This is an optimization exercise on Yosys and OpenROAD, whose aim is small area, a short achievable clock period and few clock cycles per item, not a production implementation.
Only simulation tests tie the RTL to the original design; equivalence was not proved.
Power is estimated from default activity; no workload was simulated.

Design g2c1_pie_tx, start of the top module:
module g2c1_pie_tx (
    input  wire         clk,
    input  wire         rst,           
    input  wire         start,
    output wire         ready,
    input  wire [2:0]   msg_type,      
    input  wire [127:0] fields,        
    input  wire [31:0]  tari,          
    input  wire [31:0]  blf,           
    input  wire         trunc,
    output wire         pulse_valid,
    input  wire         pulse_ready,
    output wire [31:0]  pulse_dur,     
    output wire         pulse_last,
    output reg          done,
    output reg  [2:0]   err,
    output wire [2:0]   tx_type,
    output wire [5:0]   tx_len,
    output wire [31:0]  tx_bits,       
    output wire [5:0]   pulse_cnt
);
    localparam [2:0] E_NONE = 3'd0, E_OVERFLOW = 3'd1, E_NOTFOUND = 3'd2, E_PARAM = 3'd4;
    localparam [2:0] T_QUERY = 3'd0, T_QADJ = 3'd1, T_QREP = 3'd2, T_ACK = 3'd3, T_NAK = 3'd4;
    function automatic [32:0] padd32(input [31:0] a, input [31:0] b, input cin);
        reg [31:0] g, p, gg, pp;
        integer l, i, j;
        begin
            g = a & b;
            p = a ^ b;
            gg = g;
            pp = p;
            gg[0] = g[0] | (p[0] & cin);
            for (l = 0; l < 5; l = l + 1)
                for (i = 0; i < 32; i = i + 1)
                    if ((i >> l) & 1) begin
                        j = ((i >> l) << l) - 1;
                        gg[i] = gg[i] | (pp[i] & gg[j]);
                        pp[i] = pp[i] & pp[j];
                    end
            padd32 = {gg[31], p ^ {gg[30:0], cin}};
        end
    endfunction
    wire [15:0] f0 = fields[15:0];
    wire [15:0] f1 = fields[31:16];
    wire [15:0] f2 = fields[47:32];
    wire [15:0] f3 = fields[63:48];
    wire [15:0] f4 = fields[79:64];
    wire [15:0] f5 = fields[95:80];
    wire [15:0] f6 = fields[111:96];
    wire f0_lt2  = (f0[15:1] == 15'd0);
    wire f0_lt4  = (f0[15:2] == 14'd0);
    wire f1_hi0  = (f1[15:4] == 12'd0);
    wire f1_m    = f1_hi0 && (f1[3:0] == 4'd1 || f1[3:0] == 4'd2 || f1[3:0] == 4'd4 || f1[3:0] == 4'd8);
    wire f1_lt3  = f1_hi0 && (f1[3:2] == 2'd0) && (f1[1:0] != 2'd3);
    wire f2_lt2  = (f2[15:1] == 15'd0);
    wire f3_lt4  = (f3[15:2] == 14'd0);
    wire f4_lt4  = (f4[15:2] == 14'd0);
    wire f5_lt2  = (f5[15:1] == 15'd0);
    wire f6_lt16 = (f6[15:4] == 12'd0);
    wire [1:0] m_pat    = {f1[3] | f1[2], f1[3] | f1[1]};
  ...
clock: 9.0 ns
lec_check: 0
cap_margin: 20
core_margin: 2
core_utilization: 40
cts_buf_list: sky130_fd_sc_hd__clkbuf_8
place_density: 0.6
setup_slack_margin: 5
slew_margin: 20
standard.sh (not shown) runs the stock make flow with config.mk's settings and CLKGATE_MAP_FILE= SYNTH_SCRIPT=/design/flow/synth_recipe.tcl, a recipe that flattens the netlist after the stock synthesis.
==> flow/flow/run.sh <==
#!/bin/bash
# The standard layout, with the smallest buffer on every input and output port
# (buffer_ports otherwise picks a 10 um2 delay buffer for each of them), and
# timing repair aimed at 5.5 ns of setup slack.
set -euo pipefail
export BUFFER_PORTS_ARGS="-buffer_cell sky130_fd_sc_hd__buf_1"
bash standard.sh SETUP_SLACK_MARGIN=5.5 finish > standard_flow.log 2>&1
Testbench counts at the start, summed over its fixed seeds: cycles 41,008, items 1,280.
Then changed:
--- a/flow/design.v
+++ b/flow/design.v
@@ -106,48 +106,40 @@
     wire dr_in    = f0[0];
     wire blf_bad  = (blf[31:20] != 12'd0) || (dr_in ? (blf[19:0] < 20'd22) : (blf[19:0] < 20'd9));
     wire sk8 = r_dr ? (d_den > 20'd5461) : (d_den > 20'd2048);
     wire [19:0] rem0 = sk8 ? (r_dr ? 20'd5461 : 20'd2048) : (r_dr ? 20'd21 : 20'd8);
     wire [12:0] q0   = sk8 ? 13'h0100 : 13'h0001;
     wire blf_fast = dr_in ? (blf[19:0] <= 20'd111847) : (blf[19:0] <= 20'd41942);
     reg        act;          
     reg        chk;          
     reg        pv;           
     reg        pl;           
-    reg [21:0] pd;           
-    reg        p_tr;         
-    reg        p_b;          
+    reg [31:0] pd;           
     reg [5:0]  cn;           
     reg        k_rt;         
     reg        k_tr;         
     reg        k_h1;         
     reg [2:0]  r_type;       
     reg [21:0] r_bits;
     reg        r_trunc;
     reg [20:0] r_t;          
     reg        r_dr;
     reg        ph;           
     reg [19:0] d_den;        
     reg [19:0] d_rem;
     reg [32:0] d_q;          
     reg        d_dly;        
     reg        d_new;        
     reg        a_cy;         
     assign ready       = ~act;
     assign pulse_valid = pv;
-    reg [9:0] tr_hi;
-    integer m;
-    always @(*) begin
-        for (m = 0; m < 10; m = m + 1)
-            tr_hi[m] = p_tr & (d_q[22 + m] ^ (p_b & ~|(d_q[31:22] << (10 - m))));
-    end
-    assign pulse_dur   = {tr_hi, pd};
+    assign pulse_dur   = pd;
     assign pulse_last  = pl;
     wire ok = ~(r_type[2] & r_type[1]);
     assign tx_type = ok ? r_type : 3'd0;
     assign tx_bits = ok ? {r_bits, 10'd0} : 32'd0;
     reg [5:0] len_t, pcnt_t, last_idx;
     always @(*) begin
         case (r_type)
             T_QUERY: begin len_t = 6'd22; pcnt_t = 6'd51; last_idx = 6'd50; end
             T_QADJ:  begin len_t = 6'd9;  pcnt_t = 6'd23; last_idx = 6'd24; end
             T_QREP:  begin len_t = 6'd4;  pcnt_t = 6'd13; last_idx = 6'd14; end
@@ -158,70 +150,67 @@
     end
     assign tx_len    = len_t;
     assign pulse_cnt = pcnt_t;
     wire r_q = (r_type == T_QUERY);
     wire        d_done  = d_q[32];
     wire [20:0] d_trial = {d_rem, r_dr & ph};
     wire [32:0] d_sum   = padd32({11'd0, d_trial}, ~{12'd0, d_den}, 1'b1);
     wire        d_ge    = d_sum[32];
     wire [20:0] d_diff  = d_sum[20:0];
     wire [19:0] pw    = r_t[20:1];
-    wire [21:0] ax    = ({22{k_tr}} & d_q[21:0]) | ({22{k_rt}} & {r_t, 1'b0}) | ({22{k_h1}} & {1'b0, r_t});
-    wire [21:0] ay    = {22{k_tr}} ^ {2'd0, pw};
+    wire [31:0] ax    = ({32{k_tr}} & d_q[31:0]) | ({32{k_rt}} & {11'd0, r_t, 1'b0}) |
+                        ({32{k_h1}} & {11'd0, r_t});
+    wire [31:0] ay    = {32{k_tr}} ^ {12'd0, pw};
     wire        acin  = (k_tr & ~chk) | (k_rt & r_t[0]);
-    wire [32:0] asum  = padd32({10'd0, ax}, {10'd0, ay}, acin);
-    wire        c22   = asum[22];
-    wire [21:0] nval  = {asum[21:16], asum[15:0] & {16{~r_trunc}}};
+    wire [32:0] asum  = padd32(ax, ay, acin);
+    wire [31:0] nval  = {asum[31:16], asum[15:0] & {16{~r_trunc}}};
     wire [24:0] bv;
     genvar gi;
     generate
         for (gi = 0; gi < 22; gi = gi + 1) begin : g_bv
             assign bv[gi + 3] = r_bits[21 - gi];
         end
     endgenerate
     assign bv[2:0] = 3'd0;
     wire xfer   = pv & pulse_ready;
     wire need   = act & ~chk & (~pv | (xfer & ~pl));
     wire can    = ~k_tr | d_done;
-    wire d_busy    = act & r_q & (cn <= 6'd6);
+    wire d_busy    = act & r_q & (cn <= 6'd5);
     wire [5:0] cn_inc = (cn == 6'd4 && !r_q) ? 6'd7 : cn + 6'd1;
     wire [2:0] acc_err = (a_err != E_NONE) ? a_err :
                          tari_bad ? E_PARAM :
                          (is_q && blf_bad) ? E_PARAM : E_NONE;
     always @(posedge clk) begin
         d_dly <= d_done & chk & ~d_new;
-        a_cy  <= (|d_q[31:22]) | c22;
+        a_cy  <= asum[32];
         if (!act) begin
             r_type  <= (acc_err != E_NONE) ? 3'd7 : msg_type;
             r_bits  <= a_bits;
             r_trunc <= trunc;
             r_t     <= tari[20:0];
             err     <= acc_err;
             cn      <= 6'd1;
             k_rt    <= 1'b0;
             k_h1    <= 1'b0;
             k_tr    <= is_q & ~blf_fast;
-            pd      <= {2'd0, 5'b11001 & {4'b1111, ~trunc}, 15'd0};
-            p_tr    <= 1'b0;
+            pd      <= {12'd0, 5'b11001 & {4'b1111, ~trunc}, 15'd0};
             pl      <= 1'b0;
         end else if (chk) begin
             if (d_dly) begin
                 k_tr <= 1'b0;
                 if (!a_cy) begin
                     err    <= E_PARAM;
                     r_type <= 3'd7;
                 end
             end
         end else if (need && can) begin
             pd   <= nval;
-            p_tr <= k_tr;
-            p_b  <= ~c22;
             pl   <= (cn == last_idx);
             cn   <= cn_inc;
             k_rt <= (cn_inc == 6'd3);
             k_tr <= (cn_inc == 6'd5);
             k_h1 <= cn_inc[0] & (cn_inc >= 6'd7) & bv[cn_inc[5:1]];
         end
     end
     always @(posedge clk) begin
         if (!d_busy) begin
             r_dr  <= dr_in;
Effect: Design area went down by about 1%. Power came out lower by about 5%. Wire length is about the same. Non-clock buffer count is lower by 15. Global-route usage fell by 1.1 points. Hold slack gains 0.0082 ns. Via count came out higher by 1.3%. Cell count climbs by 1.6%. Die area came out higher by about 4.3%.
Testbench counts after the change, summed over its fixed seeds: cycles 41,008, items 1,280.

[separate check: timing with driven ports]
In the flow no input, the clock included, has a driving cell. The finished layouts below were timed again as built, in two steps.
Step 1, drivers: a clkbuf_16 drives clk and a buf_2 each remaining input, both assumed.
Step 2 times the ports against the registers' clock, not the clock port: input delays grow and output delays shrink by t, the midpoint of the rising clock arrivals with the driver on.
Three values: no drivers, after step 1, after step 2; two values: the first two.
| run | t (ns) | setup WS [ns] | hold slack, ns | worst slew at a driven data input, ns | pins driven straight from the clock port |
|---|---|---|---|---|---|
| the first run | 0.497 | 4.980 / 4.936 / 4.552 | 0.438 / 0.438 / 0.438 | 0.10 | 1 |
| the second run | 0.512 | 5.555 / 5.509 / 5.108 | 0.446 / 0.446 / 0.446 | 0.10 | 1 |
After both steps every run listed still meets setup and hold. The setup slack of the second run, which loses most, moves by -0.046 ns with the drivers and by -0.447 ns with both steps.
